Source: an optimization exercise on an open RTL-to-GDS flow (aim: a short achievable clock period and few clock cycles). Production flows keep margins and buffers that such runs may drop. Only simulation tests tie the RTL to the original design; equivalence was not proved. No activity file was given, so power comes from the tool's default toggle rates.

--- config.mk ---
export PLATFORM = sky130hd
export DESIGN_NAME = plio_enc
export DESIGN_NICKNAME = plio_enc
export VERILOG_FILES = /design/flow/design.v
export SDC_FILE = /design/flow/constraint.sdc
export NUM_CORES = 4
export LEC_CHECK = 0
export ABC_CLOCK_PERIOD_IN_PS = 3000
export CAP_MARGIN = 20
export CORE_MARGIN = 2
export CORE_UTILIZATION = 65
export SLEW_MARGIN = 20
--- constraint.sdc ---
create_clock -name core_clock -period 10.0 [get_ports {clk}]
set_input_delay 2.0000 -clock core_clock [delete_from_list [all_inputs] [get_ports {clk}]]
set_output_delay 2.0000 -clock core_clock [all_outputs]
set_load 0.01 [all_outputs]
--- design.v ---
module plio_enc (
    input  wire        clk,
    input  wire        rst,
    input  wire        go,
    input  wire [15:0] win_start,
    input  wire [15:0] win_count,
    input  wire [15:0] src_len,
    input  wire [15:0] dst_len,
    output reg         pm_re,
    output reg  [15:0] pm_addr,
    input  wire [31:0] pm_rdata,
    output reg         lm_we,
    output reg  [15:0] lm_addr,
    output reg  [15:0] lm_wdata,
    output wire        busy,
    output reg         done,
    output reg  [15:0] result,
    output reg  [3:0]  fcode,
    output reg  [31:0] finfo
);
    localparam [3:0] F_NONE        = 4'd0;
    localparam [3:0] F_SRC_BOUNDS  = 4'd2;
    localparam [3:0] F_DST_BOUNDS  = 4'd3;
    localparam [3:0] F_VALUE_RANGE = 4'd4;
    localparam [2:0] S_IDLE  = 3'd0;
    localparam [2:0] S_CHK1  = 3'd1;    
    localparam [2:0] S_CHK2  = 3'd2;    
    localparam [2:0] S_CHK3  = 3'd3;    
    localparam [2:0] S_RUN   = 3'd4;
    localparam [2:0] S_E3    = 3'd5;    
    localparam [2:0] S_E4    = 3'd6;    
    localparam [2:0] S_FIN   = 3'd7;    
    localparam QD = 8;           
    localparam QA = 3;
    localparam RW = 55;          
    localparam B_LAST = 54;      
    localparam B_VR   = 53;      
    localparam B_L1   = 52;      
    localparam B_L2   = 51;      
    localparam B_PN   = 50;      
    localparam B_ISH  = 49;      
    localparam B_CNZ  = 48;      
    reg  [2:0]  state;
    reg         busy_r;
    assign busy = busy_r;
    reg [15:0] c_start, c_count, c_src, c_dst;
    reg [16:0] ck_sum;
    reg [17:0] ck_3n;        
    reg        ck_safe;      
    reg        tb_any;       
    reg        all_cap;      
    reg        lm4_done;     
    reg        ck_zero, ck_src, ck_dst;
    reg [15:0] ck_info;
    wire       chk_end = ck_zero || ck_src || ck_dst;
    reg [15:0] rd_rem;       
    reg [15:0] na;           
    reg        iss_first, iss_last;     
    reg        r_v, r_first, r_last;    
    reg        R_full, firstR, lastR, nzR, eqR;
    reg [30:0] vR, HR;       
    reg [31:0] HRp;          
    reg [30:0] HRm;          
    reg        HRge;         
    reg        C_full, firstC, lastC, nzC, eqpC, eqhiC;
    reg [30:0] vC;
    reg        signC, bigC;  
    reg [11:0] abs12C;       
    reg [15:0] idxC;
    reg [15:0] nzcnt;        
    reg        nzc_nz;
    reg [15:0] nz1, nz2;     
    reg [15:0] np1, np2;     
    reg        nz2_sm;       
    reg        np2_sm;       
    reg [RW-1:0] q_mem [0:QD-1];
    reg [QA-1:0] q_wp, q_rp;
    reg [QA:0]   q_cnt;
    reg          q_have;     
    reg          hv;
    reg [RW-1:0] H;
    reg [2:0]  hdr_cnt;
    reg [15:0] op;
    reg [15:0] room;         
    reg        full;         
    wire        rd_neg   = pm_rdata[31];
    wire [30:0] rd_clamp = rd_neg ? 31'd0 : pm_rdata[30:0];
    wire        rd_nz    = ~rd_neg & (|pm_rdata[30:0]);
    wire        rd_eq    = rd_neg ? ~nzR : (pm_rdata[30:0] == vR);
    wire running   = (state == S_CHK1) || (state == S_CHK2) || (state == S_CHK3) || (state == S_RUN);
    wire capture   = r_v && running;
    wire [11:0] dvR    = vR[11:0] - HR[11:0];
    wire [11:0] ndvR   = HR[11:0] - vR[11:0];
    wire        signR  = (vR < HR);
    wire        bigR   = signR ? (HRge && (HRm >= vR)) : ({1'b0, vR} >= HRp);
    wire step   = C_full && (R_full || lastC);
    wire eqn    = eqR;
    wire start  = firstC || !eqpC;
    wire fast   = C_full && R_full && lastR && eqR && !lastC && (!nzC || !start);
    wire lastE  = lastC || fast;
    wire move   = R_full && !fast && (!C_full || step);
    wire endr   = lastE || !eqn;
    wire r_full = nzC && start && endr;       
    wire r_head = nzC && start && !endr;      
    wire r_tail = nzC && !start && endr;      
    wire r_zero = !nzC && lastE;              
    wire        tbig  = |vC[30:27];
    wire        chg   = !eqhiC;
    wire        lvl_small = chg && !bigC;
    wire        is_single = r_full && !nzc_nz;
    wire        p_l1  = chg && (r_full || r_head);
    wire        p_l2  = p_l1 && bigC;
    wire        p_vr  = p_l2 && tbig;
    wire [15:0] p_w1  = bigC ? {4'd1, vC[11:0]}
                             : {is_single ? (signC ? 4'd7 : 4'd6) : (signC ? 4'd3 : 4'd2), abs12C};
    wire [15:0] p_w2  = p_vr ? idxC : vC[27:12];
    wire        p_ish = r_tail || (r_full && !nzc_nz);
    wire [15:0] p_cnt = r_zero ? (fast ? nz2 : nz1) :
                        r_tail ? (fast ? np2 : np1) :
                        nzc_nz ? nzcnt :
                        r_full ? {15'd0, !lvl_small} : 16'd0;
    wire        p_cnz = r_zero || r_tail || nzc_nz || (r_full && !lvl_small);
    wire        p_pn  = r_full;
    wire        p_push = step && (r_zero || r_full || r_tail || (r_head && (chg || nzc_nz)));
    wire [RW-1:0] p_rec = {lastE, p_vr, p_l1, p_l2, p_pn, p_ish, p_cnz, p_w1, p_w2, p_cnt};
    wire        h_l1   = H[B_L1];
    wire        h_l2   = H[B_L2];
    wire        h_vr   = H[B_VR];
    wire        h_pn   = H[B_PN];
    wire        h_ish  = H[B_ISH];
    wire        h_cnz  = H[B_CNZ];
    wire        h_last = H[B_LAST];
    wire [15:0] h_w1   = H[47:32];
    wire [15:0] h_w2   = H[31:16];
    wire [15:0] h_cnt  = H[15:0];
    wire        cbig   = (|h_cnt[15:12]) || (!h_ish && (&h_cnt[11:0]));
    reg [15:0] h_word;
    reg        h_rest;
    always @(*) begin
        if (h_l1) begin
            h_word = h_w1;
            h_rest = h_l2 | h_cnz;
        end else if (h_l2) begin
            h_word = h_w2;
            h_rest = h_cnz;
        end else if (h_ish) begin
            h_word = cbig ? {4'd4, 12'd4095} : {4'd4, h_cnt[11:0]};
            h_rest = cbig;
        end else begin
            h_word = cbig ? {4'd0, 12'd4094}
                          : (h_pn ? {4'd5, h_cnt[11:0] + 12'd1} : {4'd0, h_cnt[11:0]});
            h_rest = cbig;
        end
    end
    reg [15:0] hdr_addr, hdr_word;
    always @(*) begin
        case (hdr_cnt)
        3'd0:    begin hdr_addr = 16'd0; hdr_word = 16'h0000; end
        3'd1:    begin hdr_addr = 16'd1; hdr_word = 16'h0007; end
        3'd2:    begin hdr_addr = 16'd2; hdr_word = 16'hff9c; end
        3'd3:    begin hdr_addr = 16'd5; hdr_word = 16'h0000; end
        default: begin hdr_addr = 16'd6; hdr_word = 16'h0000; end
        endcase
    end
    wire hdr_busy = (hdr_cnt != 3'd5);
    wire w_try    = (state == S_RUN) && !hdr_busy && hv;
    wire w_vr     = w_try && h_vr;
    wire w_dst    = w_try && !h_vr && full;
    wire w_emit   = w_try && !h_vr && !full;
    wire w_pop    = w_emit && !h_rest;
    wire h_free   = !hv || w_pop;
    wire ld_fifo  = h_free && q_have;
    wire p_pushq  = p_push && !direct;
    wire ld_byp   = h_free && !q_have && p_pushq;
    wire q_push   = p_pushq && !ld_byp;
    wire [QA:0] q_cnt_up = q_cnt + 1'b1;
    wire [QA:0] q_cnt_dn = q_cnt - 1'b1;
    wire [QA:0] q_cnt_nx = (q_push == ld_fifo) ? q_cnt : q_push ? q_cnt_up : q_cnt_dn;
    wire go_start  = (state == S_IDLE) && go;
    wire chk_fail  = (state == S_CHK3) && chk_end;
    wire fault_end = (state == S_RUN) && (w_vr || w_dst);
    wire ending    = chk_fail || fault_end || (state == S_FIN);
    wire hdr_wr    = (state == S_RUN) && hdr_busy;
    wire issue     = running && !ending && (rd_rem != 16'd0) && (q_cnt <= QD - 4);
    wire rd_tb     = !pm_rdata[31] && (|pm_rdata[30:27]);
    wire lm4_wr    = (state == S_RUN) && !hdr_busy && !hv && ck_safe && !tb_any && !lm4_done &&
                     (all_cap || (capture && r_last && !rd_tb));
    wire [15:0] d_cnt = nzC ? np2 : nz2;
    wire d_small   = nzC ? np2_sm : nz2_sm;
    wire direct    = fast && (state == S_RUN) && !hdr_busy && !hv && !q_have && lm4_done && !full && d_small;
    always @(posedge clk) begin
        if (rst) begin
            state   <= S_IDLE;
            busy_r  <= 1'b0;
            done    <= 1'b0;
            pm_re   <= 1'b0;
            lm_we   <= 1'b0;
            hdr_cnt <= 3'd5;
        end else begin
            done   <= ending;
            busy_r <= go_start || (busy_r && !ending);
            lm_we  <= w_emit || direct || hdr_wr || lm4_wr || (state == S_E3) || (state == S_E4);
            pm_re <= go_start || issue;
            if (state == S_CHK3)
                hdr_cnt <= 3'd0;
            else if (hdr_wr)
                hdr_cnt <= hdr_cnt + 3'd1;
            case (state)
            S_IDLE:  if (go) state <= S_CHK1;
            S_CHK1:  state <= S_CHK2;
            S_CHK2:  state <= S_CHK3;
            S_CHK3:  state <= chk_end ? S_IDLE : S_RUN;
            S_RUN:   if (w_vr || w_dst) state <= S_IDLE;
                     else if ((w_pop && h_last) || direct) state <= S_E3;
            S_E3:    state <= lm4_done ? S_FIN : S_E4;
            S_E4:    state <= S_FIN;
            default: state <= S_IDLE;
            endcase
        end
    end
    always @(posedge clk) begin
        pm_addr <= (state == S_IDLE) ? win_start : na;
        if (state == S_IDLE) begin
            c_start   <= win_start;
            c_count   <= win_count;
            c_src     <= src_len;
            c_dst     <= dst_len;
            na        <= win_start + 16'd1;
            rd_rem    <= win_count - 16'd1;
            iss_first <= 1'b1;
            iss_last  <= (win_count == 16'd1);
        end else if (issue) begin
            na        <= na + 16'd1;
            rd_rem    <= rd_rem - 16'd1;
            iss_first <= 1'b0;
            iss_last  <= (rd_rem == 16'd1);
        end
        r_v     <= pm_re;
        r_first <= iss_first;
        r_last  <= iss_last;
        if (state == S_CHK1) begin
            ck_sum  <= {1'b0, c_start} + {1'b0, c_count};
            ck_zero <= (c_count == 16'd0);
            ck_dst  <= (c_dst < 16'd7);
            ck_info <= ((c_start > c_src) ? c_start : c_src);
            ck_3n   <= {2'd0, c_count} + {1'd0, c_count, 1'b0};
        end
        if (state == S_CHK2) begin
            ck_src  <= ck_sum > {1'b0, c_src};
            ck_safe <= (ck_3n <= {2'd0, room}) && (ck_3n < 18'd32761);
        end
        if (state == S_CHK1) begin
            tb_any   <= 1'b0;
            all_cap  <= 1'b0;
            lm4_done <= 1'b0;
        end else begin
            if (capture && !rd_neg && (|pm_rdata[30:27]))
                tb_any <= 1'b1;
            if (capture && r_last)
                all_cap <= 1'b1;
            if (lm4_wr)
                lm4_done <= 1'b1;
        end
        if (state == S_CHK1) begin
            op   <= 16'd7;
            room <= c_dst - 16'd7;
            full <= (c_dst == 16'd7);
        end else if (w_emit || direct) begin
            op   <= op + 16'd1;
            room <= room - 16'd1;
            full <= (room == 16'd1);
        end
        if (w_emit) begin
            lm_addr  <= op;
            lm_wdata <= h_word;
        end else if (direct) begin
            lm_addr  <= op;
            lm_wdata <= {nzC ? 4'd4 : 4'd0, d_cnt[11:0]};
        end else if (hdr_wr) begin
            lm_addr  <= hdr_addr;
            lm_wdata <= hdr_word;
        end else if (state == S_E3) begin
            lm_addr  <= 16'd3;
            lm_wdata <= {1'b0, op[14:0]};
        end else begin
            lm_addr  <= 16'd4;
            lm_wdata <= {15'd0, op[15]};
        end
        result <= (state == S_FIN) ? op : 16'd0;
        if (state == S_CHK3) begin
            fcode <= ck_zero ? F_NONE : ck_src ? F_SRC_BOUNDS : F_DST_BOUNDS;
            finfo <= ck_zero ? 32'd0 : {16'd0, ck_src ? ck_info : c_dst};
        end else if (state == S_RUN) begin
            fcode <= w_vr ? F_VALUE_RANGE : F_DST_BOUNDS;
            finfo <= {16'd0, w_vr ? h_w2 : op};
        end else begin
            fcode <= F_NONE;
            finfo <= 32'd0;
        end
    end
    wire clear = (state == S_IDLE) || (state == S_CHK1);
    always @(posedge clk) begin
        if (capture) begin
            vR     <= rd_clamp;
            nzR    <= rd_nz;
            eqR    <= rd_eq;
            if (r_first) begin
                HR   <= 31'd1;
                HRp  <= 32'd4097;
                HRge <= 1'b0;
            end else if (nzR) begin
                HR   <= vR;
                HRp  <= {1'b0, vR} + 32'd4096;
                HRm  <= vR - 31'd4096;
                HRge <= |vR[30:12];
            end
            firstR <= r_first;
            lastR  <= r_last;
        end
        R_full <= !clear && (capture || (R_full && !move && !fast));
        if (move) begin
            vC     <= vR;
            nzC    <= nzR;
            eqpC   <= eqR;
            firstC <= firstR;
            lastC  <= lastR;
            signC  <= signR;
            bigC   <= bigR;
            abs12C <= signR ? ndvR : dvR;
            eqhiC  <= (vR == HR);
            idxC   <= firstR ? c_start : idxC + 16'd1;
        end
        C_full <= !clear && (move || (C_full && !step));
        if (clear || (step && nzC)) begin
            nzcnt  <= 16'd0;
            nz1    <= 16'd1;
            nz2    <= 16'd2;
            nz2_sm <= 1'b1;
            nzc_nz <= 1'b0;
        end else if (step) begin
            nzcnt  <= nz1;
            nz1    <= nz2;
            nz2    <= nz2 + 16'd1;
            nz2_sm <= (nz2 < 16'd4094);
            nzc_nz <= 1'b1;
        end
        if (step && nzC) begin
            np1 <= start ? 16'd2 : np2;
            np2 <= start ? 16'd3 : np2 + 16'd1;
            np2_sm <= start || (np2 < 16'd4095);
        end
        if (!q_cnt[QA])
            q_mem[q_wp] <= p_rec;
        if (clear) begin
            q_wp   <= 0;
            q_rp   <= 0;
            q_cnt  <= 0;
            q_have <= 1'b0;
        end else begin
            if (q_push)
                q_wp <= q_wp + 1'b1;
            if (ld_fifo)
                q_rp <= q_rp + 1'b1;
            q_cnt  <= q_cnt_nx;
            q_have <= q_push || (q_cnt[QA:1] != 0) || (q_have && !ld_fifo);
        end
        if (h_free)
            H <= q_have ? q_mem[q_rp] : p_rec;
        else if (w_emit) begin
            if (h_l1)
                H[B_L1] <= 1'b0;
            else if (h_l2)
                H[B_L2] <= 1'b0;
            else
                H[15:0] <= h_cnt - (h_ish ? 16'd4095 : 16'd4094);
        end
        if (clear)
            hv <= 1'b0;
        else if (h_free)
            hv <= q_have || p_pushq;
    end
endmodule
--- flow/run.sh ---
#!/bin/bash
# The standard layout (the standard.sh, unchanged synthesis and steps),
# with timing repair aimed below the clock period: repair_timing works on
# every path with less than 7.5 ns of slack at the design's 10 ns clock.
set -euo pipefail
bash standard.sh SETUP_SLACK_MARGIN=7.5 finish > standard_flow.log 2>&1
--- standard.sh ---
#!/bin/bash
# synth_recipe.tcl (not shown) runs the flow's synth.tcl, then flattens the netlist and writes it again
# the make line also repeats each setting of config.mk as NAME=value (left out here)
make -C /OpenROAD-flow-scripts/flow DESIGN_CONFIG=/design/flow/config.mk WORK_HOME=/design/flow/orfs CLKGATE_MAP_FILE= SYNTH_SCRIPT=/design/flow/synth_recipe.tcl "${@:-finish}"
==> impl_metrics.tcl, run 1 <==
set metrics [dict create \
    grt_pass1_vias 33100 \
    synthFlopType "edfxtp_1" \
    ys_warn_count 1 \
    fp.dieH_um 278 \
    wl_per_cell_um 26.5 \
    path_class "flip-flop to primary output" \
    avgSynthCellArea_um2 13.1 \
    hold_start "iss_first$_SDFFE_PP1P_" \
    hold_buffers 0 \
    holdPathEnd "r_first$_DFF_P_" \
    drc 0 \
    powerDensity_nw_per_um2 172 \
    area_delta_synth_final_pct 23.4 \
    yosys.area.top_type "edfxtp_1" \
    ant_nets 0 \
    clock-sinks 1055 \
    dr.pass1.iters 7 \
    timing.rr.start "state[0]$_SDFFE_PP0P_" \
    endpoint_kind "primary output" \
    worstHoldPathType "flip-flop to flip-flop" \
    critical_path_required_ns 8.00 \
    crit_chain "buf_6" \
    synth_common_cells "edfxtp_1 (872), nand2_1 (258), nor2_1 (249)" \
    cts_root_buf "clkbuf_16" \
    hpwl_um 80800 \
    critical-path-top-delay-family "flip-flops" \
    worstSetupStartpoint "lm_we$_SDFF_PP0_" \
    synth_edf_count 872 \
    initial_core_util 0.657 \
    crit_buf_inv 1 \
    rows 100 \
    tightest_slew_ns 1.07 \
    worstPathMaxFanout 1 \
    gp_congestion 0.946 \
    cp-start-kind "flip-flop" \
    cts_buffer_depth 3 \
    die_area_um2 77600 \
    synth_cell_type_count 79 \
    finalClockSkew_ns 0.0367 \
    portBuffers 185 \
    synth.top_cells.by_area "edfxtp_1 (53%), dfxtp_1 (7.5%), ha_1 (5.3%), mux4_2 (5.0%), mux2i_1 (3.2%)" \
    cts_htree_levels 3 \
    slowest_delay_ns 0.37 \
    core-area_um2 74600 \
    rrSetupSlack_ns 6.85 \
    via_count 34200 \
    fin_area_um2 60400 \
    final-max-slew-violation-count 0 \
    ios 203 \
    die_w_um 278 \
    clk_latency_ns 0.69 \
    nFillCells 3990 \
    grt.overflow.total 0 \
    synth_top_area_share 0.535 \
    cts_buffers 105 \
    antenna_found_initial 6 \
    post-route-util 0.810 \
    drt_iter0_drc 3886 \
    ys_seq_elements 1055 \
    routed_via_density 6.49 \
    cap_viol_max_count 0 \
    grt_max_degree 81 \
    r2r_end "q_cnt[3]$_SDFFE_PN0P_" \
    slew_headroom 0.289 \
    reg2reg_depth 14 \
    cpMaxStageDelayCell "dfxtp_2" \
    hold_path_depth 0 \
    vdd_drop_max_uv 137 \
    nets 4526 \
    cts_tree "built" \
    instances_no_fill 5276 \
    drive_gt1_frac 0.277 \
    grt_setup_unrepaired "true" \
    async_reset_ff_frac 0 \
    grtUsageTotal 0.345 \
    setup_viol 0 \
    syn_area_um2 49000 \
    tns_ns 0 \
    status "timing/DRC/antenna clean" \
    syn_inst 3743 \
    dp.cells 4771 \
    fmax_mhz 316 \
    synth_most_common_cell "edfxtp_1" \
    fin_crit_ns 3.17 \
    yosysSeqAreaShare 0.610 \
    arrival_ns 1.17 \
    final_hold_viol_count 0 \
    min_period_over_period 0.317 \
    clk_pin_slew_worst_paths_ns 0.07 \
    wl_um 140000 \
    placed_cell_area_um2 52100 \
    grt_pass1_wl_um 201000 \
    p_leak_nw 22.2 \
]
[placed cells by master, fill, tap and decap left out, types with 16 or more instances in the layout]
cell type	count
a21o_1	20
mux4_2	108
mux2_2	34
buf_2	42
dfxtp_1	104
o21ai_1	28
a21oi_2	19
clkdlybuf4s50_1	36
inv_1	174
and2_1	50
nand2_1	239
edfxtp_1	872
o21a_1	33
o211ai_1	45
nor3_1	46
clkbuf_16	111
and3_1	26
o21ai_0	85
buf_12	22
nor2b_1	49
nand3_1	81
nor2_4	21
nor4_1	21
buf_8	16
a21oi_1	151
conb_1	17
ha_1	186
clkinv_2	22
nor2_1	225
nand4_1	59
buf_6	114
nor3_4	17
xor2_1	110
ha_4	20
mux2i_1	139
o22ai_1	27
buf_4	250
xnor2_1	102
dfxtp_2	69
[how the worst max path moves through the flow]
stage                                  endpoint  slack (ns)  cells past startpoint
final                                     lm_we        6.83                      1
after global placement     rd_rem[15]$_DFFE_PP_        5.79                      7
after global routing      q_cnt[3]$_SDFFE_PN0P_        6.80                     14
after detailed placement  q_cnt[3]$_SDFFE_PN0P_        5.80                     11
after CTS                                 pm_re        6.82                      1
after floorplan            rd_rem[15]$_DFFE_PP_        6.48                      6
[routing by layer]
metal	up-vias	GRT usage	wire (um)
li1	14900	-	-
met1	16900	0.449	51500
met2	1928	0.582	69200
met3	473	0.0530	11100
met4	6	0.150	7970
met5	-	0	37
[state kept, by name, indices dropped and copies added (netlist names), 17 cells and up, named ones only]
register,cells
H,54
HRp,20
ck_sum,17
q_mem,432
HR,31
HRm,31
ck_3n,18
vC,31
vR,31
[metrics by stage]
stage	worst slack [ns]	power, mW	hold slack, ns
after floorplan	6.48	5.77	0.323
after global placement	5.79	6.07	0.335
after detailed placement	5.80	6.11	0.338
after CTS	6.82	10.2	0.348
after global routing	6.80	10.7	0.357
final	6.83	10.4	0.347
[power breakdown]
group,internal (mW),switching [mW]
registers,4.95,0.147
clock network,2.21,1.74
logic,0.607,0.738
[repair_timing]
| item | CTS | global route |
|---|---|---|
| pin swaps | 103 | 137 |
| hold endpoints to repair | 0 | 0 |
| resized for setup | 933 | 320 |
| buffers inserted | 185 | 93 |
| cloned | 21 | 7 |
| setup endpoints to repair | 982 | 458 |
[cells by family (layout without fill, tap and decap cells)]
group                      count (synthesis)  in the layout  share of synthesized area
AOI/OAI and AO/OA                        560            566                     0.0716
xor gates and xnor gates                 231            231                     0.0413
adders and majority gates                212            212                     0.0549
buffers and inverters                    377            909                     0.0306
DFF                                     1055           1055                      0.610
muxes                                    312            312                     0.0926
other                                      1             19                  0.0000766
and+or+nand+nor                          995           1003                     0.0993
[cell type report]
type                       instances  area [um^2]  area share
inverter                         196          805      0.0133
clock buffer                     124         2780      0.0460
antenna                            2         5.00   0.0000828
multi-input combinational       2341        20000       0.331
timing repair inverter             2         17.5    0.000290
timing repair buffer             514         4980      0.0824
clock inverter                    73          668      0.0111
sequential                      1055        30000       0.496
tap                              969         1210      0.0201
Testbench counts, summed over its fixed seeds: cycles 370,595.
==> inputs of run 2 (changes only) <==
--- a/design.v
+++ b/design.v
@@ -41,6 +41,8 @@
     localparam B_ISH  = 49;      
     localparam B_CNZ  = 48;      
     reg  [2:0]  state;
+    reg  [2:0]  state_nx;
+    reg         st_idle, st_run, st_running, st_clear;
     reg         busy_r;
     assign busy = busy_r;
     reg [15:0] c_start, c_count, c_src, c_dst;
@@ -75,8 +77,8 @@
     reg        np2_sm;       
     reg [RW-1:0] q_mem [0:QD-1];
     reg [QA-1:0] q_wp, q_rp;
-    reg [QA:0]   q_cnt;
-    reg          q_have;     
+    reg [QD-1:0] q_th;       
+    wire         q_have = q_th[0];
     reg          hv;
     reg [RW-1:0] H;
     reg [2:0]  hdr_cnt;
@@ -87,7 +89,7 @@
     wire [30:0] rd_clamp = rd_neg ? 31'd0 : pm_rdata[30:0];
     wire        rd_nz    = ~rd_neg & (|pm_rdata[30:0]);
     wire        rd_eq    = rd_neg ? ~nzR : (pm_rdata[30:0] == vR);
-    wire running   = (state == S_CHK1) || (state == S_CHK2) || (state == S_CHK3) || (state == S_RUN);
+    wire running   = st_running;
     wire capture   = r_v && running;
     wire [11:0] dvR    = vR[11:0] - HR[11:0];
     wire [11:0] ndvR   = HR[11:0] - vR[11:0];
@@ -163,7 +165,7 @@
         endcase
     end
     wire hdr_busy = (hdr_cnt != 3'd5);
-    wire w_try    = (state == S_RUN) && !hdr_busy && hv;
+    wire w_try    = st_run && !hdr_busy && hv;
     wire w_vr     = w_try && h_vr;
     wire w_dst    = w_try && !h_vr && full;
     wire w_emit   = w_try && !h_vr && !full;
@@ -173,24 +175,41 @@
     wire p_pushq  = p_push && !direct;
     wire ld_byp   = h_free && !q_have && p_pushq;
     wire q_push   = p_pushq && !ld_byp;
-    wire [QA:0] q_cnt_up = q_cnt + 1'b1;
-    wire [QA:0] q_cnt_dn = q_cnt - 1'b1;
-    wire [QA:0] q_cnt_nx = (q_push == ld_fifo) ? q_cnt : q_push ? q_cnt_up : q_cnt_dn;
-    wire go_start  = (state == S_IDLE) && go;
+    wire q_up = q_push && !ld_fifo;
+    wire q_dn = ld_fifo && !q_push;
+    wire go_start  = st_idle && go;
     wire chk_fail  = (state == S_CHK3) && chk_end;
-    wire fault_end = (state == S_RUN) && (w_vr || w_dst);
+    wire fault_end = st_run && (w_vr || w_dst);
     wire ending    = chk_fail || fault_end || (state == S_FIN);
-    wire hdr_wr    = (state == S_RUN) && hdr_busy;
-    wire issue     = running && !ending && (rd_rem != 16'd0) && (q_cnt <= QD - 4);
+    wire hdr_wr    = st_run && hdr_busy;
+    wire issue     = running && !ending && (rd_rem != 16'd0) && !q_th[QD - 4];
     wire rd_tb     = !pm_rdata[31] && (|pm_rdata[30:27]);
-    wire lm4_wr    = (state == S_RUN) && !hdr_busy && !hv && ck_safe && !tb_any && !lm4_done &&
+    wire lm4_wr    = st_run && !hdr_busy && !hv && ck_safe && !tb_any && !lm4_done &&
                      (all_cap || (capture && r_last && !rd_tb));
     wire [15:0] d_cnt = nzC ? np2 : nz2;
     wire d_small   = nzC ? np2_sm : nz2_sm;
-    wire direct    = fast && (state == S_RUN) && !hdr_busy && !hv && !q_have && lm4_done && !full && d_small;
+    wire direct    = fast && st_run && !hdr_busy && !hv && !q_have && lm4_done && !full && d_small;
+    always @(*) begin
+        state_nx = state;
+        case (state)
+        S_IDLE:  if (go) state_nx = S_CHK1;
+        S_CHK1:  state_nx = S_CHK2;
+        S_CHK2:  state_nx = S_CHK3;
+        S_CHK3:  state_nx = chk_end ? S_IDLE : S_RUN;
+        S_RUN:   if (w_vr || w_dst) state_nx = S_IDLE;
+                 else if ((w_pop && h_last) || direct) state_nx = S_E3;
+        S_E3:    state_nx = lm4_done ? S_FIN : S_E4;
+        S_E4:    state_nx = S_FIN;
+        default: state_nx = S_IDLE;
+        endcase
+    end
     always @(posedge clk) begin
         if (rst) begin
-            state   <= S_IDLE;
+            state      <= S_IDLE;
+            st_idle    <= 1'b1;
+            st_run     <= 1'b0;
+            st_running <= 1'b0;
+            st_clear   <= 1'b1;
             busy_r  <= 1'b0;
             done    <= 1'b0;
             pm_re   <= 1'b0;
@@ -205,22 +224,17 @@
                 hdr_cnt <= 3'd0;
             else if (hdr_wr)
                 hdr_cnt <= hdr_cnt + 3'd1;
-            case (state)
-            S_IDLE:  if (go) state <= S_CHK1;
-            S_CHK1:  state <= S_CHK2;
-            S_CHK2:  state <= S_CHK3;
-            S_CHK3:  state <= chk_end ? S_IDLE : S_RUN;
-            S_RUN:   if (w_vr || w_dst) state <= S_IDLE;
-                     else if ((w_pop && h_last) || direct) state <= S_E3;
-            S_E3:    state <= lm4_done ? S_FIN : S_E4;
-            S_E4:    state <= S_FIN;
-            default: state <= S_IDLE;
-            endcase
+            state      <= state_nx;
+            st_idle    <= (state_nx == S_IDLE);
+            st_run     <= (state_nx == S_RUN);
+            st_running <= (state_nx == S_CHK1) || (state_nx == S_CHK2) ||
+                          (state_nx == S_CHK3) || (state_nx == S_RUN);
+            st_clear   <= (state_nx == S_IDLE) || (state_nx == S_CHK1);
         end
     end
     always @(posedge clk) begin
-        pm_addr <= (state == S_IDLE) ? win_start : na;
-        if (state == S_IDLE) begin
+        pm_addr <= st_idle ? win_start : na;
+        if (st_idle) begin
             c_start   <= win_start;
             c_count   <= win_count;
             c_src     <= src_len;
@@ -290,7 +304,7 @@
         if (state == S_CHK3) begin
             fcode <= ck_zero ? F_NONE : ck_src ? F_SRC_BOUNDS : F_DST_BOUNDS;
             finfo <= ck_zero ? 32'd0 : {16'd0, ck_src ? ck_info : c_dst};
-        end else if (state == S_RUN) begin
+        end else if (st_run) begin
             fcode <= w_vr ? F_VALUE_RANGE : F_DST_BOUNDS;
             finfo <= {16'd0, w_vr ? h_w2 : op};
         end else begin
@@ -298,7 +312,7 @@
             finfo <= 32'd0;
         end
     end
-    wire clear = (state == S_IDLE) || (state == S_CHK1);
+    wire clear = st_clear;
     always @(posedge clk) begin
         if (capture) begin
             vR     <= rd_clamp;
@@ -349,20 +363,21 @@
             np2 <= start ? 16'd3 : np2 + 16'd1;
             np2_sm <= start || (np2 < 16'd4095);
         end
-        if (!q_cnt[QA])
+        if (!q_th[QD - 1])
             q_mem[q_wp] <= p_rec;
         if (clear) begin
             q_wp   <= 0;
             q_rp   <= 0;
-            q_cnt  <= 0;
-            q_have <= 1'b0;
+            q_th   <= {QD{1'b0}};
         end else begin
             if (q_push)
                 q_wp <= q_wp + 1'b1;
             if (ld_fifo)
                 q_rp <= q_rp + 1'b1;
-            q_cnt  <= q_cnt_nx;
-            q_have <= q_push || (q_cnt[QA:1] != 0) || (q_have && !ld_fifo);
+            if (q_up)
+                q_th <= {q_th[QD-2:0], 1'b1};
+            else if (q_dn)
+                q_th <= {1'b0, q_th[QD-1:1]};
         end
         if (h_free)
             H <= q_have ? q_mem[q_rp] : p_rec;
==> run 2 against run 1 <==
  * Still clean on timing, DRC and antenna
  * Critical path depth rose by 7
  * Utilization down 0.41 points
  * Clock skew fell by 0.010 ns
  * Combinational power rose by 5%
  * Critical endpoint is now rd_rem[15]$_DFFE_PP_
  * Largest cell class unchanged
  * Largest power group unchanged
==> impl_metrics.tcl, run 2 <==
set metrics [dict create \
    status "timing/DRC/antenna clean" \
    fin_area_um2 60900 \
    tightest_slew_ns 1.08 \
    p_leak_nw 22.2 \
    fp.dieH_um 280 \
    synth.top_cells.by_area "edfxtp_1 (53%), dfxtp_1 (7.7%), ha_1 (5.2%), mux4_2 (4.9%), mux2i_1 (2.5%)" \
    synth_cell_type_count 87 \
    grtUsageTotal 0.338 \
    nets 4593 \
    gp_congestion 0.957 \
    antenna_found_initial 4 \
    cp-start-kind "input port" \
    dr.pass1.iters 6 \
    syn_inst 3827 \
    ios 203 \
    final_common_cell "edfxtp_1" \
    cts_htree_levels 3 \
    cap_viol_max_count 0 \
    drive_gt1_frac 0.279 \
    grt_max_degree 81 \
    drc 0 \
    routed_via_density 6.37 \
    avgSynthCellArea_um2 12.9 \
    ys_warn_count 1 \
    setup_viol 0 \
    critical_path_required_ns 10.40 \
    synth_most_common_cell "edfxtp_1" \
    drt_iter0_drc 3783 \
    synth_common_cells "edfxtp_1 (872), nor2_1 (309), nand2_1 (250)" \
    yosysSeqAreaShare 0.607 \
    rows 101 \
    final_hold_viol_count 0 \
    via_count 34100 \
    initial_core_util 0.654 \
    ys_seq_elements 1062 \
    syn_area_um2 49400 \
    slowest_delay_ns 0.55 \
    clk_latency_ns 0.68 \
    nFillCells 4130 \
    grt_setup_unrepaired "true" \
    ant_nets 0 \
    final-max-slew-violation-count 0 \
    layout_common_cells "edfxtp_1 (872), nor2_1 (275), buf_4 (252)" \
    crit_chain "buf_8 -> or4_4 -> nor4_4 -> nand2b_1 -> or4_4 -> nor2_4 -> xnor2_1 -> a21oi_1" \
    powerDensity_nw_per_um2 175 \
    cts_buffers 106 \
    synth_top_area_share 0.530 \
    core-area_um2 75600 \
    yosys.area.top_type "edfxtp_1" \
    worstPathMaxFanout 4 \
    vdd_drop_max_uv 152 \
    cts_buffer_depth 3 \
    wl_met2_um 67200 \
    tns_ns 0 \
    worstHoldPathType "flip-flop to flip-flop" \
    largest_register_ffs 432 \
    cpMaxStageDelayCell "or4_4" \
    crit_top_cell "or4_4" \
    cts_tree "built" \
    wl_um 138000 \
    synth_edf_count 872 \
    min_period_over_period 0.330 \
    hpwl_um 83000 \
    cts_root_buf "clkbuf_16" \
    die_area_um2 78200 \
    area_delta_synth_final_pct 23.3 \
    path_class "input port to flip-flop" \
    grt_pass1_vias 33200 \
    endpoint_kind "flip-flop" \
    crit_buf_inv 1 \
    fmax_mhz 303 \
    totalPowerFinal_mw 10.7 \
    largest-register "q_mem" \
    post-route-util 0.806 \
    die_w_um 280 \
    placed_cell_area_um2 52600 \
    finalClockSkew_ns 0.0264 \
    wl_per_cell_um 25.8 \
    wl_met1_um 53000 \
    async_reset_ff_frac 0 \
    holdWs_ns 0.348 \
    dr_wl_met3_um 10700 \
    grt_pass1_wl_um 199000 \
    critical-path-top-delay-family "simple AND/OR/NAND/NOR gates" \
    arrival_ns 3.70 \
    fin_crit_ns 3.30 \
    clock-sinks 1062 \
    grt.overflow.total 0 \
    portBuffers 185 \
    reg.largest.list "q_mem x432, H x54" \
    top_layer "met5" \
    synthFlopType "edfxtp_1" \
    clk_pin_slew_worst_paths_ns 0.06 \
    slew_headroom 0.280 \
]
==> run 2: changes by cell type after synthesis, sizes merged, moves of 23 or more <==
cell / delta
nand3: -31
mux2i: -31
a21o: +33
o22ai: -23
a21oi: +49
nor2: +61
==> run 2: through the flow <==
step | worst slack (ns) | cells
2_1_floorplan | 6.18 | 3843
3_3_place_gp | 5.41 | 4854
3_5_place_dp | 5.43 | 4854
4_1_cts | 6.60 | 5244
5_1_grt | 6.69 | 5349
6_report | 6.70 | 5350
==> run 2: final cells by class <==
class	instances	area (um^2)	area share
diodes	1	2.50	0.0000411
clock buffers	144	2950	0.0485
clock inverters	51	582	0.00955
inverters	187	749	0.0123
multi-input cells	2416	20700	0.339
flip-flops and latches	1062	30100	0.494
well taps	978	1220	0.0201
repair buffers	511	4680	0.0768
==> run 2: report_power, final <==
group / total [mW] / internal [mW] / switching [mW]
clock network: 4.06 / 2.38 / 1.68
logic: 1.41 / 0.637 / 0.778
registers: 5.21 / 5.03 / 0.181
==> run 2: final timing paths <==
check,start,to,slack [ns],cells past startpoint
max,win_count[6],rd_rem[15]$_DFFE_PP_,6.70,8
min,iss_first$_SDFFE_PP1P_,r_first$_DFF_P_,0.35,0
max reg2reg,c_count[1]$_DFFE_PP_,ck_sum[15]$_DFFE_PP_,7.22,10
min reg2reg,iss_first$_SDFFE_PP1P_,r_first$_DFF_P_,0.35,0
==> run 2: what timing repair did <==
action	in CTS	in global routing
buffers inserted	182	98
endpoints found under the setup margin	822	549
hold buffers	0	0
pin swaps	167	151
endpoints found under the hold margin	0	0
cloned	13	7
resized for setup	906	275
==> run 2: logic make-up (layout without fill, tap and decap cells) <==
| group | after synthesis | count (layout) | synth area share |
|---|---|---|---|
| adders and majority gates | 210 | 210 | 0.0538 |
| and+or+nand+nor | 1045 | 1051 | 0.103 |
| buffers and inverters | 377 | 893 | 0.0309 |
| AOI/OAI and AO/OA | 617 | 623 | 0.0781 |
| muxes | 288 | 288 | 0.0871 |
| DFF | 1062 | 1062 | 0.607 |
| other | 1 | 18 | 0.0000759 |
| xor gates and xnor gates | 227 | 227 | 0.0402 |
==> run 2: routing by layer <==
metal  up-vias  global-route usage
met5         -                   0
li1      15100                   -
met4         6               0.157
met2      1702               0.554
met1     16900               0.448
met3       391              0.0540
Testbench counts of run 2, summed over its fixed seeds: cycles 370,595.
==> inputs of run 3 (changes only) <==
--- a/design.v
+++ b/design.v
@@ -55,7 +55,7 @@
     reg        ck_zero, ck_src, ck_dst;
     reg [15:0] ck_info;
     wire       chk_end = ck_zero || ck_src || ck_dst;
-    reg [15:0] rd_rem;       
+    reg [15:0] rd_cnt;       
     reg [15:0] na;           
     reg        iss_first, iss_last;     
     reg        r_v, r_first, r_last;    
@@ -182,7 +182,8 @@
     wire fault_end = st_run && (w_vr || w_dst);
     wire ending    = chk_fail || fault_end || (state == S_FIN);
     wire hdr_wr    = st_run && hdr_busy;
-    wire issue     = running && !ending && (rd_rem != 16'd0) && !q_th[QD - 4];
+    wire issue     = running && !ending && (rd_cnt != c_count) && !q_th[QD - 4];
+    wire [15:0] c_cm1 = c_count - 16'd1;
     wire rd_tb     = !pm_rdata[31] && (|pm_rdata[30:27]);
     wire lm4_wr    = st_run && !hdr_busy && !hv && ck_safe && !tb_any && !lm4_done &&
                      (all_cap || (capture && r_last && !rd_tb));
@@ -233,25 +234,24 @@
         end
     end
     always @(posedge clk) begin
-        pm_addr <= st_idle ? win_start : na;
+        pm_addr <= st_idle ? win_start : na + 16'd1;
         if (st_idle) begin
             c_start   <= win_start;
             c_count   <= win_count;
             c_src     <= src_len;
             c_dst     <= dst_len;
-            na        <= win_start + 16'd1;
-            rd_rem    <= win_count - 16'd1;
+            na        <= win_start;
+            rd_cnt    <= 16'd1;
             iss_first <= 1'b1;
-            iss_last  <= (win_count == 16'd1);
         end else if (issue) begin
             na        <= na + 16'd1;
-            rd_rem    <= rd_rem - 16'd1;
+            rd_cnt    <= rd_cnt + 16'd1;
             iss_first <= 1'b0;
-            iss_last  <= (rd_rem == 16'd1);
+            iss_last  <= (rd_cnt == c_cm1);
         end
         r_v     <= pm_re;
         r_first <= iss_first;
-        r_last  <= iss_last;
+        r_last  <= iss_first ? (c_count == 16'd1) : iss_last;
         if (state == S_CHK1) begin
             ck_sum  <= {1'b0, c_start} + {1'b0, c_count};
             ck_zero <= (c_count == 16'd0);
==> run 3 against run 2 <==
  * Still clean on timing, DRC and antenna
  * Final cell count increased by 0.97%
  * Global-route usage grew 0.90 points
  * Final area decreased by 1.2%
  * Utilization is 1.3 points lower
  * Clock-buffer cell count is 1 higher
  * Flip-flop and latch count stayed put
  * Highest routed layer unchanged
==> impl_metrics.tcl, run 3 <==
set metrics [dict create \
    p_leak_nw 21.7 \
    gp_congestion 0.918 \
    syn_inst 3925 \
    slew_headroom 0.295 \
    hold_path_depth 0 \
    cap_viol_max_count 0 \
    ys_warn_count 1 \
    fin_crit_ns 3.15 \
    dp.cells 4943 \
    cts_tree "built" \
    grtUsageTotal 0.347 \
    r2r_end "abs12C[7]$_DFFE_PP_" \
    cts_htree_levels 3 \
    grt_pass1_wl_um 205000 \
    status "timing/DRC/antenna clean" \
    fp.dieH_um 281 \
    ys_seq_elements 1062 \
    layout_common_cells "edfxtp_1 (856), nand2_1 (276), nor2_1 (265)" \
    clock-sinks 1062 \
    cp_num_cells 1 \
    dr.pass1.iters 6 \
    clk_pin_slew_worst_paths_ns 0.06 \
    critical_path_required_ns 8.00 \
    final_common_cell "edfxtp_1" \
    endpoint_kind "primary output" \
    timing.rr.start "vR[9]$_SDFFCE_PP0P_" \
    syn_area_um2 49800 \
    synth_most_common_cell "edfxtp_1" \
    largest-register "q_mem" \
    setup_viol 0 \
    final-max-slew-violation-count 0 \
    largest_register_ffs 432 \
    tns_ns 0 \
    grt.overflow.total 0 \
    routed_via_density 6.48 \
    slowest_delay_ns 0.36 \
    synthFlopType "edfxtp_1" \
    core-area_um2 75800 \
    reg2reg_depth 7 \
    critical-path-top-delay-family "flip-flops" \
    avgSynthCellArea_um2 12.7 \
    grt_max_degree 86 \
    ant_nets 0 \
    via_count 35000 \
    nets 4653 \
    cp-start-kind "flip-flop" \
    drive_gt1_frac 0.245 \
    ios 203 \
    reg.largest.list "q_mem x432, H x54" \
    antenna_found_initial 4 \
    path_class "flip-flop to primary output" \
    yosys.area.top_type "edfxtp_1" \
    synth_cell_type_count 79 \
    hold_start "iss_first$_SDFFE_PP1P_" \
    worstHoldPathType "flip-flop to flip-flop" \
    hpwl_um 85000 \
    powerDensity_nw_per_um2 171 \
    nFillCells 4323 \
    clk_latency_ns 0.69 \
    rrSetupSlack_ns 7.13 \
    initial_core_util 0.656 \
    holdWs_ns 0.433 \
    crit_chain "buf_6" \
    drt_iter0_drc 3936 \
    async_reset_ff_frac 0 \
    portBuffers 185 \
    final_hold_viol_count 0 \
    worstPathMaxFanout 1 \
    vdd_drop_max_uv 161 \
    arrival_ns 1.15 \
    synth_top_area_share 0.517 \
    cpMaxStageDelayCell "dfxtp_2" \
    grt_pass1_vias 34100 \
    synth_common_cells "edfxtp_1 (856), nand2_1 (283), nor2_1 (280)" \
    die_area_um2 78800 \
    grt_setup_unrepaired "true" \
    tightest_slew_ns 1.06 \
    finalClockSkew_ns 0.0285 \
    hold_buffers 0 \
    yosysSeqAreaShare 0.599 \
    wl_per_cell_um 26.1 \
    totalPowerFinal_mw 10.3 \
    die_w_um 281 \
    drc 0 \
    wl_um 141000 \
    cts_buffer_depth 3 \
    rows 101 \
    holdPathEnd "r_first$_DFF_P_" \
    synth.top_cells.by_area "edfxtp_1 (52%), dfxtp_1 (8.3%), ha_1 (5.5%), mux4_2 (4.9%), mux2i_1 (2.2%)" \
    instances_no_fill 5402 \
    crit_buf_inv 1 \
    cts_root_buf "clkbuf_16" \
    post-route-util 0.794 \
    cts_buffers 107 \
    area_delta_synth_final_pct 20.9 \
    min_period_over_period 0.315 \
    fmax_mhz 318 \
    synth_edf_count 856 \
]
[run 3: how the worst max path moves through the flow]
stage / start / slack [ns] / to
detailed placement: pm_rdata[28] / 6.09 / lm_we$_SDFF_PP0_
CTS: lm_wdata[4]$_DFF_P_ / 6.84 / lm_wdata[4]
global route: lm_wdata[4]$_DFF_P_ / 6.83 / lm_wdata[4]
global placement: pm_rdata[27] / 6.13 / lm_we$_SDFF_PP0_
finish: finfo[9]$_DFF_P_ / 6.85 / finfo[9]
floorplan: q_wp[2]$_SDFFE_PP0P_ / 6.61 / q_mem[5][0]$_DFFE_PP_
[run 3: metrics by stage]
| step | setup slack (ns) | instance area [um^2] |
|---|---|---|
| after floorplan | 6.61 | 50300 |
| after global placement | 6.13 | 52700 |
| after detailed placement | 6.09 | 52700 |
| after CTS | 6.84 | 58900 |
| after global routing | 6.83 | 60200 |
| final | 6.85 | 60200 |
[run 3: area by class of cell]
cell class                      instances  area [um^2]  area share
Sequential cell                      1062        29900       0.497
Timing Repair Buffer                  472         4330      0.0720
Tap cell                              978         1220      0.0203
Multi-Input combinational cell       2500        20400       0.338
Timing Repair inverter                  2         17.5    0.000291
Clock buffer                          145         3000      0.0499
Inverter                              188          751      0.0125
Antenna cell                            3         7.51    0.000125
Clock inverter                         52          547     0.00909
[run 3: repair_timing]
action,CTS,global route
endpoints found under the hold margin,0,0
gates resized for setup,756,198
endpoints found under the setup margin,809,256
setup buffers,173,69
pin swaps,94,82
gates cloned,12,5
[run 3: kinds of logic after synthesis]
logic type,Yosys count,share of synthesized area
other,1,0.0000754
multiplexers,265,0.0816
XOR/XNOR,235,0.0414
AND/OR/NAND/NOR,1105,0.109
adder cells (fa/ha/maj),221,0.0562
AO/OA/AOI/OAI,650,0.0815
flip-flops,1062,0.599
buffers and inverters,386,0.0311
[run 3: power breakdown]
part | total [mW] | internal (mW) | switching, mW
sequential | 5.11 | 4.96 | 0.153
combinational | 1.18 | 0.520 | 0.662
clock | 4.02 | 2.30 | 1.72
total | 10.3 | 7.78 | 2.54
[run 3: per-layer routing]
layer | global-route usage | vias up | wire length [um]
met5 | 0 | - | 60
met4 | 0.168 | 6 | 8190
met3 | 0.0529 | 460 | 11300
met2 | 0.585 | 1901 | 69300
met1 | 0.443 | 17300 | 52400
li1 | - | 15400 | -
Testbench counts of run 3, summed over its fixed seeds: cycles 370,595.
==> inputs of run 4 (changes only) <==
--- a/config.mk
+++ b/config.mk
@@ -8,5 +8,5 @@
 export ABC_CLOCK_PERIOD_IN_PS = 3000
 export CAP_MARGIN = 20
 export CORE_MARGIN = 2
-export CORE_UTILIZATION = 65
+export CORE_UTILIZATION = 55
 export SLEW_MARGIN = 20
==> run 4 against run 3 <==
  * Still clean on timing, DRC and antenna
  * Non-clock buffer count up 33
  * Setup slack worse by 0.047 ns
  * Wire length up 0.46%
  * Combinational power about the same
  * Synthesized cell count unchanged
  * Sequential share of layout area down 0.63 points
  * Utilization down 11 points
  * Sequential power about the same
  * First-iteration DRC count down 15%
  * Critical endpoint is now finfo[6]
  * Largest cell class unchanged
==> impl_metrics.tcl, run 4 <==
set metrics [dict create \
    status "timing/DRC/antenna clean" \
    cts_tree "built" \
    worstPathMaxFanout 1 \
    min_period_over_period 0.319 \
    fmax_mhz 313 \
    fin_area_um2 61000 \
    synth_most_common_cell "edfxtp_1" \
    dp.cells 5143 \
    tns_ns 0 \
    arrival_ns 1.19 \
    timing.final.ws_setup_ns 6.81 \
    instances_no_fill 5642 \
    synth_top_area_share 0.517 \
    largest-register "q_mem" \
    powerDensity_nw_per_um2 172 \
    ant_nets 0 \
    hpwl_um 89200 \
    slowest_delay_ns 0.38 \
    critical-path-top-delay-family "flip-flops" \
    cts_htree_levels 3 \
    endpoint_kind "primary output" \
    portBuffers 185 \
    synth_cell_type_count 79 \
    synth_edf_count 856 \
    reg.largest.list "q_mem x432, H x54" \
    crit_buf_inv 1 \
    finalClockSkew_ns 0.0254 \
    fin_crit_ns 3.19 \
    crit_chain "buf_6" \
    dr.pass1.iters 5 \
    grt.overflow.total 0 \
    placed_cell_area_um2 53000 \
    antenna_found_initial 2 \
    fp.dieH_um 305 \
    clk_pin_slew_worst_paths_ns 0.06 \
    syn_inst 3925 \
    tightest_slew_ns 0.976 \
    async_reset_ff_frac 0 \
    ios 203 \
    setup_viol 0 \
    die_w_um 305 \
    final_hold_viol_count 0 \
    critical_path_required_ns 8.00 \
    ys_warn_count 1 \
    grtUsageTotal 0.298 \
    yosys.area.top_type "edfxtp_1" \
    nets 4689 \
    cts_buffers 111 \
    cts_buffer_depth 3 \
    pre_cts_ws_ns 6.02 \
    via_count 34200 \
    drc 0 \
    p_leak_nw 22.1 \
    gp_congestion 0.918 \
    cp-start-kind "flip-flop" \
    drt_iter0_drc 3340 \
    largest_register_ffs 432 \
    totalPowerFinal_mw 10.5 \
    core-area_um2 89900 \
    avgSynthCellArea_um2 12.7 \
    drive_gt1_frac 0.247 \
    rows 110 \
    die_area_um2 92900 \
    rrSetupSlack_ns 7.16 \
    grt_max_degree 90 \
    layout_common_cells "edfxtp_1 (856), nand2_1 (275), nor2_1 (265)" \
    synthFlopType "edfxtp_1" \
    final-max-slew-violation-count 0 \
    grt_pass1_wl_um 209000 \
    cpMaxStageDelayCell "dfxtp_4" \
    yosysSeqAreaShare 0.599 \
    synth.top_cells.by_area "edfxtp_1 (52%), dfxtp_1 (8.3%), ha_1 (5.5%), mux4_2 (4.9%), mux2i_1 (2.2%)" \
    grt_pass1_vias 33800 \
    area_delta_synth_final_pct 22.6 \
    cts_root_buf "clkbuf_16" \
    routed_via_density 6.07 \
    clk_latency_ns 0.70 \
    cap_viol_max_count 0 \
    path_class "flip-flop to primary output" \
    synth_common_cells "edfxtp_1 (856), nand2_1 (283), nor2_1 (280)" \
    clock-sinks 1062 \
    initial_core_util 0.554 \
    slew_headroom 0.349 \
    worstHoldPathType "flip-flop to flip-flop" \
    final_common_cell "edfxtp_1" \
    grt_setup_unrepaired "true" \
    vdd_drop_max_uv 160 \
    wl_per_cell_um 25.1 \
    wl_um 142000 \
    ys_seq_elements 1062 \
    syn_area_um2 49800 \
]
## run 4: cell counts after synthesis
Identical to the previous run, type by type.
## run 4: layout make-up
| type | count | area (um^2) |
|---|---|---|
| repair buffers | 505 | 4780 |
| diodes | 1 | 2.50 |
| inverters | 188 | 743 |
| fillers | 6409 | 28900 |
| repair inverters | 2 | 17.5 |
| flip-flops and latches | 1062 | 30000 |
| well taps | 1176 | 1470 |
| clock inverters | 53 | 513 |
| clock buffers | 156 | 3210 |
| multi-input cells | 2499 | 20300 |
## run 4: timing repair
item	CTS	global route
gates cloned	10	7
pin swaps	89	78
gates resized for setup	771	186
endpoints found under the setup margin	1034	399
hold buffers	0	0
setup buffers	204	68
## run 4: cell families after synthesis
family,Yosys count,synth area share
compound gates,650,0.0815
xor+xnor,235,0.0414
fa+ha+maj,221,0.0562
buf+inv,386,0.0311
flops,1062,0.599
mux,265,0.0816
other cells,1,0.0000754
simple gates,1105,0.109
## run 4: layer usage
layer / up-vias / global-route usage / routed length [um]
met3: 294 / 0.0419 / 8690
li1: 15500 / - / -
met1: 17200 / 0.396 / 58200
met4: 0 / 0.112 / 5900
met2: 1336 / 0.501 / 69100
met5: - / 0 / 0
## run 4: path summary, 6_finish.rpt
check | startpoint | endpoint | cells past startpoint
worst max-delay path | finfo[6]$_DFF_P_ | finfo[6] | 1
worst max register to register | vR[18]$_SDFFCE_PP0P_ | abs12C[7]$_DFFE_PP_ | 9
worst min-delay path | pm_re$_SDFF_PP0_ | r_v$_DFF_P_ | 0
worst min register to register | pm_re$_SDFF_PP0_ | r_v$_DFF_P_ | 0
## run 4: stage by stage
stage / utilization / hold slack [ns]
after floorplan: - / 0.361
after global placement: 0.590 / 0.413
after detailed placement: 0.590 / 0.406
after CTS: 0.663 / 0.402
after global routing: 0.679 / 0.409
final: 0.679 / 0.401
## run 4: power breakdown
group          total (mW)  switching, mW  internal [mW]
Combinational        1.21          0.666          0.547
Clock                4.16           1.74           2.42
Sequential           5.11          0.154           4.96
==> inputs of run 5 (changes only) <==
--- a/config.mk
+++ b/config.mk
@@ -8,5 +8,7 @@
 export ABC_CLOCK_PERIOD_IN_PS = 3000
 export CAP_MARGIN = 20
 export CORE_MARGIN = 2
-export CORE_UTILIZATION = 55
+export CORE_UTILIZATION = 65
+export CTS_CLUSTER_DIAMETER = 100
+export CTS_CLUSTER_SIZE = 20
 export SLEW_MARGIN = 20
==> run 5 against run 4 <==
  * Via count is 0.79% higher
  * Critical path depth stayed put
  * Total power is 16% lower
  * Area after synthesis stayed put
  * Final area is 4.4% lower
  * Critical endpoint is now finfo[9]
==> impl_metrics.tcl, run 5 <==
set metrics [dict create \
    ant_nets 0 \
    clk_pin_slew_worst_paths_ns 0.09 \
    dr.pass1.iters 6 \
    post-route-util 0.769 \
    cpMaxStageDelayCell "dfxtp_2" \
    synth_common_cells "edfxtp_1 (856), nand2_1 (283), nor2_1 (280)" \
    ios 203 \
    worstPathMaxFanout 1 \
    die_w_um 281 \
    crit_chain "buf_6" \
    drt_iter0_drc 3860 \
    grt_setup_unrepaired "true" \
    synth_edf_count 856 \
    yosys.area.top_type "edfxtp_1" \
    syn_inst 3925 \
    synth_top_area_share 0.517 \
    fp.dieH_um 281 \
    final_common_cell "edfxtp_1" \
    final-max-slew-violation-count 0 \
    cts_buffer_depth 3 \
    initial_core_util 0.656 \
    reg.largest.list "q_mem x432, H x54" \
    nets 4603 \
    tns_ns 0 \
    cts_tree "built" \
    crit_buf_inv 1 \
    grt_pass1_wl_um 201000 \
    min_period_over_period 0.315 \
    critical-path-top-delay-family "flip-flops" \
    drc 0 \
    powerDensity_nw_per_um2 152 \
    layout_common_cells "edfxtp_1 (856), nand2_1 (276), nor2_1 (263)" \
    drive_gt1_frac 0.225 \
    finalClockSkew_ns 0.0254 \
    fmax_mhz 317 \
    arrival_ns 1.15 \
    synthFlopType "edfxtp_1" \
    nFillCells 4625 \
    wl_per_cell_um 26.0 \
    clk_latency_ns 0.69 \
    placed_cell_area_um2 52700 \
    syn_area_um2 49800 \
    vdd_drop_max_uv 154 \
    antenna_found_initial 2 \
    largest_register_ffs 432 \
    clock-sinks 1062 \
    avgSynthCellArea_um2 12.7 \
    wl_um 138000 \
    rows 101 \
    hpwl_um 85000 \
    p_leak_nw 20.8 \
    die_area_um2 78800 \
    ys_seq_elements 1062 \
    instances_no_fill 5311 \
    final_hold_viol_count 0 \
    hold_buffers 0 \
    area_delta_synth_final_pct 17.2 \
    async_reset_ff_frac 0 \
    gp_congestion 0.918 \
    yosysSeqAreaShare 0.599 \
    grt_max_degree 86 \
    core-area_um2 75800 \
    worstHoldPathType "flip-flop to flip-flop" \
    cts_htree_levels 2 \
    status "timing/DRC/antenna clean" \
    routed_via_density 6.50 \
    dp.cells 4943 \
    fin_crit_ns 3.15 \
    setup_viol 0 \
    dr_wl_met3_um 10600 \
    critical_path_required_ns 8.00 \
    via_count 34500 \
    cts_buffers 59 \
    cap_viol_max_count 0 \
    slew_headroom 0.303 \
    wl_met1_um 52000 \
    tightest_slew_ns 1.05 \
    grtUsageTotal 0.339 \
    slowest_delay_ns 0.37 \
    ys_warn_count 1 \
    wl_met2_um 67600 \
    cts_root_buf "clkbuf_16" \
    synth_cell_type_count 79 \
    synth.top_cells.by_area "edfxtp_1 (52%), dfxtp_1 (8.3%), ha_1 (5.5%), mux4_2 (4.9%), mux2i_1 (2.2%)" \
    synth_most_common_cell "edfxtp_1" \
    path_class "flip-flop to primary output" \
    top_layer "met5" \
    grt.overflow.total 0 \
    portBuffers 185 \
    grt_pass1_vias 33700 \
    fin_area_um2 58300 \
    largest-register "q_mem" \
    cp-start-kind "flip-flop" \
    rrSetupSlack_ns 7.13 \
    endpoint_kind "primary output" \
]
## run 5: cell types whose count changed in the layout (fill, tap and decap cells not counted), sizes merged, moves of 3 or more
cell           change
clkinv            -36
bufinv             -7
buf               -33
clkbuf            -32
clkinvlp           -3
inv                -3
dlygate4sd2       -14
clkdlybuf4s15      -7
## run 5: final timing paths
path | start | end | depth (start not counted)
max reg2reg | vR[16]$_SDFFCE_PP0P_ | abs12C[7]$_DFFE_PP_ | 9
min | iss_first$_SDFFE_PP1P_ | r_first$_DFF_P_ | 0
min reg2reg | iss_first$_SDFFE_PP1P_ | r_first$_DFF_P_ | 0
max | finfo[9]$_DFF_P_ | finfo[9] | 1
## run 5: timing repair
item / CTS / global route
setup endpoints to repair: 810 / 389
buffers inserted: 175 / 63
pin swaps: 90 / 78
resized for setup: 763 / 192
gates cloned: 11 / 8
## run 5: layer usage
metal | global-route usage | up-vias
met5 | 0 | -
met4 | 0.163 | 2
met3 | 0.0436 | 449
met2 | 0.573 | 1771
met1 | 0.438 | 17100
li1 | - | 15200
## run 5: cell families after synthesis
| logic type | synth area share |
|---|---|
| buf+inv | 0.0311 |
| flops | 0.599 |
| fa+ha+maj | 0.0562 |
| mux | 0.0816 |
| simple gates | 0.109 |
| xor+xnor | 0.0414 |
| compound gates | 0.0815 |
| other cells | 0.0000754 |
## run 5: cell type report
class,count,area [um^2],area share
sequential,1062,29900,0.513
multi-input combinational,2501,20400,0.349
timing repair buffer,469,4260,0.0730
clock buffer,106,1670,0.0287
tap,978,1220,0.0210
inverter,188,749,0.0129
clock inverter,4,96.3,0.00165
timing repair inverter,2,17.5,0.000300
antenna,1,2.50,0.0000429
## run 5: stage by stage
stage,total power [mW],worst slack (ns),hold slack [ns]
finish,8.85,6.85,0.446
global route,9.13,6.83,0.470
CTS,8.78,6.82,0.458
detailed placement,6.16,6.09,0.421
global placement,6.12,6.13,0.420
floorplan,5.82,6.61,0.361
## run 5: where the power goes
part	internal [mW]	leakage, nW	switching [mW]
Sequential	4.95	9.76	0.152
Clock	1.15	0.834	1.43
Combinational	0.507	10.2	0.658
Total	6.61	20.8	2.24

what the ideal ports hide:
The results above use ideal ports. As a check the final layouts listed here were re-extracted and re-timed, cells and wires unchanged. Step 1: set_driving_cell puts a clkbuf_16 on clk and a buf_2 on each other input, an assumption about the parent block. Step 2, shift: input delay + t, output delay - t, t = (earliest + latest rising clock arrival at the registers) / 2. This alone moves slack from input paths to output paths. Three values: ideal ports, drivers, drivers and shift; two values: the first two.
| run | shift t [ns] | setup slack, ns | hold WS [ns] | latest minus earliest clock arrival (ns) | worst register clock-pin slew, ns |
|---|---|---|---|---|---|
| run 1 | 0.744 | 6.831 / 6.762 / 6.230 | 0.347 / 0.347 / 0.347 | 0.038 / 0.037 | 0.07 / 0.07 |
| run 2 | 0.736 | 6.701 / 6.731 / 5.994 | 0.348 / 0.348 / 0.348 | 0.029 / 0.029 | 0.07 / 0.07 |
| run 3 | 0.744 | 6.854 / 6.785 / 6.696 | 0.433 / 0.433 / 0.433 | 0.028 / 0.029 | 0.07 / 0.07 |
| run 4 | 0.758 | 6.806 / 6.740 / 6.735 | 0.401 / 0.401 / 0.401 | 0.032 / 0.032 | 0.07 / 0.07 |
| run 5 | 0.748 | 6.847 / 6.778 / 6.730 | 0.446 / 0.446 / 0.446 | 0.030 / 0.030 | 0.09 / 0.09 |
After both steps every run listed still meets setup and hold. For run 2, which loses most, drivers alone change the setup slack by +0.030 ns; drivers and shift together by -0.707 ns.
